Source: an optimization exercise on an open RTL-to-GDS flow (aim: small area). Production flows keep margins and buffers that such runs may drop. Function was checked by simulation only, so behaviour that the tests miss may differ from the original. The clock port is modelled as an ideal driver; clocking choices that lean on that would not hold on a real chip. Power is estimated from default activity; no workload was simulated.

job 1240:
Design yarisc_core, start of the top module:
module yarisc_core (
    input  wire        clk,
    input  wire        rst,           
    output wire        mem_req,
    output wire        mem_we,
    output wire [15:0] mem_addr,
    output wire [15:0] mem_wdata,
    input  wire        mem_ready,
    input  wire [15:0] mem_rdata,
    output wire        halted,
    output wire        panicked,
    output wire [1:0]  panic_code,
    input  wire [3:0]  dbg_sel,
    output wire [15:0] dbg_data
);
export LEC_CHECK = 0
export CAP_MARGIN = 20
export CORE_MARGIN = 2
export CORE_UTILIZATION = 40
export PLACE_DENSITY = 0.6
export SLEW_MARGIN = 20
export SYNTH_HIERARCHICAL = 1
export SYNTH_MINIMUM_KEEP_SIZE = 0
create_clock -name core_clock -period 8.0 [get_ports {clk}]
standard.sh (not shown) runs the stock make flow with config.mk's settings and CLKGATE_MAP_FILE= SYNTH_SCRIPT=/design/flow/synth_recipe.tcl, a recipe that flattens the netlist after the stock synthesis.
==> flow/flow/run.sh <==
#!/bin/bash
set -euo pipefail
export BUFFER_PORTS_ARGS="-buffer_cell sky130_fd_sc_hd__buf_1"
export CTS_ARGS="-sink_clustering_enable -repair_clock_nets -dont_use_dummy_load -buf_list sky130_fd_sc_hd__clkbuf_16 -sink_clustering_size 30 -sink_clustering_max_diameter 100"
bash standard.sh > run_standard.log 2>&1
## Diff of input files: job 7028 against job 1240
==> flow/flow/run.sh <==
#!/bin/bash
set -euo pipefail
export BUFFER_PORTS_ARGS="-buffer_cell sky130_fd_sc_hd__buf_1"
export CTS_ARGS="-sink_clustering_enable -repair_clock_nets -dont_use_dummy_load -buf_list sky130_fd_sc_hd__clkbuf_8"
bash standard.sh > run_standard.log 2>&1
- Any difference in register-to-register setup slack between job 7028 and job 1240 is small enough to ignore.
- Compared to job 1240, the routing of job 7028 uses less wire.
- Of the two candidates, job 1240 has the worse post-layout total power and job 7028 the better one.
- Sort job 7028 and job 1240 by combinational share of power asc -> top: job 1240
- Looking at measured slew at the worst slew-check pin, job 7028 sits 0.0067 ns above job 1240.
- In the metrics for job 7028 and job 1240, the one carrying the lower post-layout instance area is job 7028.
- Job 7028 vs. job 1240: worst setup slack went down; number of violations reported at the end of detailed-routing iteration 0 dropped 60.
For job 4879, these inputs were changed with respect to job 7028:
-- flow/flow/run.sh --
<<< job 7028, line 2
>>> job 4879, line 2
# The standard layout (standard.sh) with these changes:
#  - synthesis maps the logic with an area-oriented ABC script (flow/area.abc);
#    flip-flops, their names and cell types are those of the standard synthesis;
#  - port buffers use the smallest buffer (buf_1) instead of the resizer's default pick;
#  - clock tree synthesis without dummy loads, with clkbuf_8 buffers.
<<< job 7028, line 3
>>> job 4879, line 8
here=$(pwd)
export FLOW_ABC_SCRIPT="$here/flow/area.abc"
<<< job 7028, line 5
bash standard.sh > run_standard.log 2>&1
>>> job 4879, line 12
sed "s#$here/synth_recipe.tcl#$here/flow/synth.tcl#" standard.sh > flow_standard.sh
grep -q "flow/synth.tcl" flow_standard.sh
bash flow_standard.sh > run_standard.log 2>&1
==> flow/flow/area.abc (new file) <==
strash
&get -n
&fraig -x
&put
scorr
dc2
strash
&get -n
&dch -f
&nf -R 1000
&put
==> flow/flow/synth.tcl (new file) <==
# synth_recipe.tcl with one change: the combinational logic of every module but
# the adder is mapped with flow/area.abc (an area-oriented ABC script) in place
# of ORFS's abc_speed.script; the adder keeps ORFS's script.
proc synth {args} { yosys synth -nofsm -noshare {*}$args }
proc abc {args} {
  set i [lsearch -exact $args -script]
  if { $i < 0 } { return [yosys abc {*}$args] }
  yosys abc {*}$args yarisc_add
  lset args [expr { $i + 1 }] $::env(FLOW_ABC_SCRIPT)
  yosys abc {*}$args yarisc_core yarisc_rport
}
source $::env(SCRIPTS_DIR)/synth.tcl
# left out here: clear keep_hierarchy, flatten, clean up, hide names made inside functions, write 1_2_yosys.v
==> notes.md <==
Count of sequential standard cells across job 7028 and job 4879: no real change.
There was hardly any difference in portion of the layout cell area used by clock cells between job 7028 and job 4879.
From job 7028 to job 4879 the numbers moved as follows: worst-case headroom to the max-slew limit increased 1.1 points; weighted congestion at the end of routability-driven global placement decreased 1.4%.
Sequential logic power is lower on job 7028
#### Input delta (job 8453 over job 4879)
- a change of SLEW_MARGIN from 20 to 0
- a change of CAP_MARGIN from 20 to 0
Results
Delta (job 8453 minus job 4879): sequential power has remained practically unchanged; combinational cell fraction of total power has remained practically unchanged.
From job 4879 to job 8453, total via count after detailed routing did not move at all.
Job 8453 -> job 4879: H-tree depth delta 0, exact match
Multi-input combinational area share: job 8453 vs job 4879 identical
From job 4879 to job 8453, largest fanout of any net on the critical path did not move at all.
As far as post-placement worst setup slack goes, job 4879 and job 8453 are indistinguishable; the numbers are identical.
Edits applied to the flow inputs when going from job 8453 to job 2671:
- CAP_MARGIN changed from 0 to 20
- SLEW_MARGIN changed from 0 to 20
-- flow/flow/area.abc --
<<< job 8453, line 12
>>> job 2671, line 12
topo
stime -c
buffer -c
upsize -c {D}
dnsize -c {D}
Findings:
The cell with the largest stage delay on the worst path comes out dfxtp_1 in one run and fa_1 in the other, namely in job 8453 and job 2671 respectively. The lower hold slack of job 2671 and job 8453 is in job 2671. Relative to job 8453, pre-CTS worst setup slack has decreased by 0.0035 ns in job 2671. Lower critical path required time was reported by job 8453, not job 2671. Summary of job 2671 over job 8453: core utilization decreased 0.23 points, synthesized instance count increased 3.8%.

========
== build 63 ==
Another version of the RTL of yarisc_core (not shown whole).
Size in the first run: about 170 flip-flops, ~77 I/O pins, roughly 0.0074 mm² of cells after synthesis.
export LEC_CHECK = 0
export CAP_MARGIN = 20
export CORE_MARGIN = 2
export CORE_UTILIZATION = 40
export PLACE_DENSITY = 0.6
export SLEW_MARGIN = 20
export SYNTH_HIERARCHICAL = 1
export SYNTH_MINIMUM_KEEP_SIZE = 0
create_clock -name core_clock -period 8.0 [get_ports {clk}]
==> flow/flow/run.sh <==
#!/bin/bash
# The standard layout (standard.sh) with these changes:
#  - synthesis maps the logic with an area-oriented ABC script (flow/area.abc);
#    flip-flops, their names and cell types are those of the standard synthesis;
#  - port buffers use the smallest buffer (buf_1) instead of the resizer's default pick;
#  - clock tree synthesis without dummy loads, with clkbuf_4 buffers; after it,
#    flow/post_cts.tcl gives clkbuf_8 to the root and to buffers whose
#    flip-flops would see a slow clock edge.
set -euo pipefail
here=$(pwd)
export FLOW_ABC_SCRIPT="$here/flow/area.abc"
export BUFFER_PORTS_ARGS="-buffer_cell sky130_fd_sc_hd__buf_1"
export CTS_ARGS="-sink_clustering_enable -repair_clock_nets -dont_use_dummy_load -buf_list sky130_fd_sc_hd__clkbuf_4"
export POST_CTS_TCL="$here/flow/post_cts.tcl"
sed "s#$here/synth_recipe.tcl#$here/flow/synth.tcl#" standard.sh > flow_standard.sh
grep -q "flow/synth.tcl" flow_standard.sh
bash flow_standard.sh > run_standard.log 2>&1
==> flow/flow/post_cts.tcl <==
# After CTS (clkbuf_4 tree): give clkbuf_8 to every clock buffer whose
# flip-flop clock pins would see a slow edge, and to the root buffer; then
# legalize the placement again.
estimate_parasitics -placement
proc clk_sink_slew { inst } {
  set opin [get_pins -of_objects $inst -filter "direction==output"]
  set net [get_nets -of_objects $opin]
  set mx 0
  foreach p [get_pins -of_objects $net -filter "direction==input"] {
    set s [get_property $p slew_max]
    if { $s > $mx } { set mx $s }
  }
  return $mx
}
for { set pass 0 } { $pass < 3 } { incr pass } {
  set changed 0
  foreach inst [get_cells -hier *] {
    if { [get_property $inst ref_name] ne "sky130_fd_sc_hd__clkbuf_4" } { continue }
    set name [get_full_name $inst]
    if { [string match clkbuf_0_* $name] || [clk_sink_slew $inst] > 0.095 } {
      puts "post_cts: $name -> clkbuf_8"
      replace_cell $inst sky130_fd_sc_hd__clkbuf_8
      incr changed
    }
  }
  if { $changed == 0 } { break }
  estimate_parasitics -placement
}
foreach inst [get_cells -hier *] {
  if { [string match *clkbuf* [get_property $inst ref_name]] } {
    puts "post_cts: [get_full_name $inst] [get_property $inst ref_name] [clk_sink_slew $inst]"
  }
}
detailed_placement
check_placement -verbose
Other scripts of this flow, unchanged in this note and not shown: flow/flow/area.abc, flow/flow/synth.tcl
Build 63: all stages complete, timing, DRC and antenna checks passed
Modified inputs, build 55 compared to build 63
- swapping 40 for 75 in CORE_UTILIZATION
- swapping 0.6 for 0.92 in PLACE_DENSITY
--- a/flow/flow/run.sh
+++ b/flow/flow/run.sh
@@ -7 +7 @@
-#    flow/post_cts.tcl gives clkbuf_8 to the root and to buffers whose
+#    flow/post_cts.tcl gives clkbuf_16 to the root and clkbuf_8 to buffers whose
--- a/flow/flow/post_cts.tcl
+++ b/flow/flow/post_cts.tcl
@@ -1,2 +1,2 @@
-# After CTS (clkbuf_4 tree): give clkbuf_8 to every clock buffer whose
-# flip-flop clock pins would see a slow edge, and to the root buffer; then
+# After CTS (clkbuf_4 tree): give clkbuf_16 to the root buffer and clkbuf_8 to
+# every clock buffer whose flip-flop clock pins would see a slow edge; then
@@ -14,0 +15,5 @@
+foreach inst [get_cells -hier clkbuf_0_*] {
+  puts "post_cts: [get_full_name $inst] -> clkbuf_16"
+  replace_cell $inst sky130_fd_sc_hd__clkbuf_16
+}
+estimate_parasitics -placement
@@ -20 +25 @@
-    if { [string match clkbuf_0_* $name] || [clk_sink_slew $inst] > 0.095 } {
+    if { [clk_sink_slew $inst] > 0.118 } {
- Looking at the reports, build 55 completed the entire flow and the layout it produced met the timing, design-rule and antenna checks.
- Delta (build 55 minus build 63): area fraction in and, or, nand and nor cells after synthesis flat; sequential share of layout area up 1.2 points; clock period minus worst slack up 180 ps; overall power after layout down 27 µW.
- The number of cells on the critical path in build 63 is 0.929 times that in build 55.
- Build 55 against build 63: HPWL after detailed placement -about 4%; worst path setup slack after routing down 180 ps; non-clock buffering overhead in the final layout neither gained nor lost much.
- | routed wire length | build 55 vs build 63 | 1200 µm lower |
- Re part of the total power dissipated in the clock network: build 63 and build 55 aren't equal, and the lower value belongs to build 55.
- | first-iteration DRC count | build 55 vs build 63 | 20% higher |
Input-level comparison between build 13 and build 55:
- PLACE_DENSITY now 0.75, was 0.92
- CORE_UTILIZATION now 55, was 75
==> comparison <==
As far as fraction of area in clock buffers and inverters is concerned, build 55 and build 13 perform about the same.
Of build 55 and build 13, build 13 shows the lower detailed placement HPWL, with build 55 above it.
Build 55 -> build 13: vias per cell decreased by more than 10%
Status: net total in the final layout parity (build 13, build 55)
Build 55 -> build 13: net count after synthesis flat
Here is what was changed in the inputs of build 83 compared with build 13.
- a change of CORE_UTILIZATION from 55 to 65
- a change of PLACE_DENSITY from 0.75 to 0.85
### Flow results
- Having completed the whole flow, build 83 delivered a layout that passed the timing, design-rule and antenna checks.
- A startpoint of the most critical setup path of state[2]$_SDFFE_PP0P_ is what build 13 shows, while state[0]$_SDFFE_PP0P_ belongs to build 83.
- Going from build 13 to build 83, clock skew after layout moved up, wire length of the first global-routing pass rose by about 3%, critical path depth shrank by 1, power per standard cell area went up by 1.6%, switching share of power picked up an extra 0.49 points.
What build 92 does differently from build 83 at the input level:
- a change of CORE_UTILIZATION from 65 to 40
- a change of PLACE_DENSITY from 0.85 to 0.6
--- a/flow/flow/run.sh
+++ b/flow/flow/run.sh
@@ -6,3 +6 @@
-#  - clock tree synthesis without dummy loads, with clkbuf_4 buffers; after it,
-#    flow/post_cts.tcl gives clkbuf_16 to the root and clkbuf_8 to buffers whose
-#    flip-flops would see a slow clock edge.
+#  - clock tree synthesis without dummy loads, with clkbuf_8 buffers.
@@ -13,2 +11 @@
-export CTS_ARGS="-sink_clustering_enable -repair_clock_nets -dont_use_dummy_load -buf_list sky130_fd_sc_hd__clkbuf_4"
-export POST_CTS_TCL="$here/flow/post_cts.tcl"
+export CTS_ARGS="-sink_clustering_enable -repair_clock_nets -dont_use_dummy_load -buf_list sky130_fd_sc_hd__clkbuf_8 -sink_clustering_size 40 -sink_clustering_max_diameter 200"
removed: flow/flow/post_cts.tcl
Findings:
Of build 83 and build 92, the higher signed area change from the synthesized netlist to the final layout belongs to build 92.
Re total nets after synthesis: no difference whatsoever between build 92 and build 83.
Looking at post-route standard cell area excluding fillers, build 92 sits about 2.5% above build 83.
Build 92 vs. build 83: starting utilization of the core area fell by 26 points; setup slack fell by 54 ps; number of non-filler instances in the completed layout rose by 93.
diff inputs: build 92 => build 10
- CORE_UTILIZATION: 40 -> 65
- PLACE_DENSITY: 0.6 -> 0.85
--- a/flow/flow/run.sh
+++ b/flow/flow/run.sh
@@ -6 +6,3 @@
-#  - clock tree synthesis without dummy loads, with clkbuf_8 buffers.
+#  - clock tree synthesis without dummy loads, with clkbuf_4 buffers; after it,
+#    flow/post_cts.tcl gives clkbuf_16 to the root and clkbuf_8 to buffers whose
+#    flip-flops would see a slow clock edge.
@@ -11 +13,2 @@
-export CTS_ARGS="-sink_clustering_enable -repair_clock_nets -dont_use_dummy_load -buf_list sky130_fd_sc_hd__clkbuf_8 -sink_clustering_size 40 -sink_clustering_max_diameter 200"
+export CTS_ARGS="-sink_clustering_enable -repair_clock_nets -dont_use_dummy_load -buf_list sky130_fd_sc_hd__clkbuf_4"
+export POST_CTS_TCL="$here/flow/post_cts.tcl"
==> flow/flow/post_cts.tcl (new file) <==
# After CTS (clkbuf_4 tree): give clkbuf_16 to the root buffer and clkbuf_8 to
# every clock buffer whose flip-flop clock pins would see a slow edge; then
# legalize the placement again.
estimate_parasitics -placement
proc clk_sink_slew { inst } {
  set opin [get_pins -of_objects $inst -filter "direction==output"]
  set net [get_nets -of_objects $opin]
  set mx 0
  foreach p [get_pins -of_objects $net -filter "direction==input"] {
    set s [get_property $p slew_max]
    if { $s > $mx } { set mx $s }
  }
  return $mx
}
foreach inst [get_cells -hier clkbuf_0_*] {
  puts "post_cts: [get_full_name $inst] -> clkbuf_16"
  replace_cell $inst sky130_fd_sc_hd__clkbuf_16
}
estimate_parasitics -placement
for { set pass 0 } { $pass < 3 } { incr pass } {
  set changed 0
  foreach inst [get_cells -hier *] {
    if { [get_property $inst ref_name] ne "sky130_fd_sc_hd__clkbuf_4" } { continue }
    set name [get_full_name $inst]
    if { [clk_sink_slew $inst] > 0.124 } {
      puts "post_cts: $name -> clkbuf_8"
      replace_cell $inst sky130_fd_sc_hd__clkbuf_8
      incr changed
    }
  }
  if { $changed == 0 } { break }
  estimate_parasitics -placement
}
foreach inst [get_cells -hier *] {
  if { [string match *clkbuf* [get_property $inst ref_name]] } {
    puts "post_cts: [get_full_name $inst] [get_property $inst ref_name] [clk_sink_slew $inst]"
  }
}
detailed_placement
check_placement -verbose
- Share of cell area taken by multi-input logic gates in build 10 vs build 92: up 0.69 points
- Of build 92 and build 10, build 92 shows the higher power, with build 10 below it.
- Status: total area of multi-input combinational cells parity (build 10, build 92)
- Taking build 92 as the reference, in build 10 final critical-path setup slack increased 36 ps, layout sequential cell count flat, horizontal die dimension went down 21%.
- Taking build 92 as the reference, in build 10 clock group share of total power now smaller, internal power lost 68 µW, total length of routed wires down 6.9%, cell area after placement shrank by 140 µm².

-- static timing again, ports no longer ideal --
In the flow no input, the clock included, has a driving cell. The finished layouts below were timed again as built, in two steps.
Step 1 (the two cells are an assumption about what drives the block):
set clk [get_ports {clk}]
set_driving_cell -lib_cell sky130_fd_sc_hd__clkbuf_16 $clk
set_driving_cell -lib_cell sky130_fd_sc_hd__buf_2 [delete_from_list [all_inputs] $clk]
Step 2, shift: input delay + t, output delay - t, t = (earliest + latest rising clock arrival at the registers) / 2. This alone moves slack from input paths to output paths.
Slacks: ideal ports / drivers / drivers and shift; pairs: ideal ports / drivers.
run	shift t [ns]	setup slack, ns	latest minus earliest clock arrival (ns)	pins driven straight from the clock port
job 1240	0.454	0.411 / 0.411 / 0.102	0.027 / 0.027	1
job 7028	0.476	0.407 / 0.407 / 0.104	0.043 / 0.043	1
job 4879	0.472	0.472 / 0.472 / 0.224	0.025 / 0.025	1
job 8453	0.472	0.472 / 0.472 / 0.224	0.025 / 0.025	1
job 2671	0.460	0.510 / 0.510 / 0.220	0.041 / 0.041	1
build 63	0.478	0.474 / 0.474 / 0.474	0.031 / 0.032	1
build 55	0.393	0.296 / 0.296 / 0.241	0.032 / 0.032	1
build 13	0.406	0.425 / 0.425 / 0.425	0.029 / 0.029	1
build 83	0.391	0.578 / 0.578 / 0.578	0.036 / 0.036	1
build 92	0.489	0.525 / 0.525 / 0.525	0.039 / 0.040	1
build 10	0.394	0.560 / 0.560 / 0.560	0.045 / 0.044	1
After both steps setup and hold are still met in every run listed. The setup slack of job 1240, which loses most, moves by 0.000 ns with the drivers and by -0.309 ns with both steps.
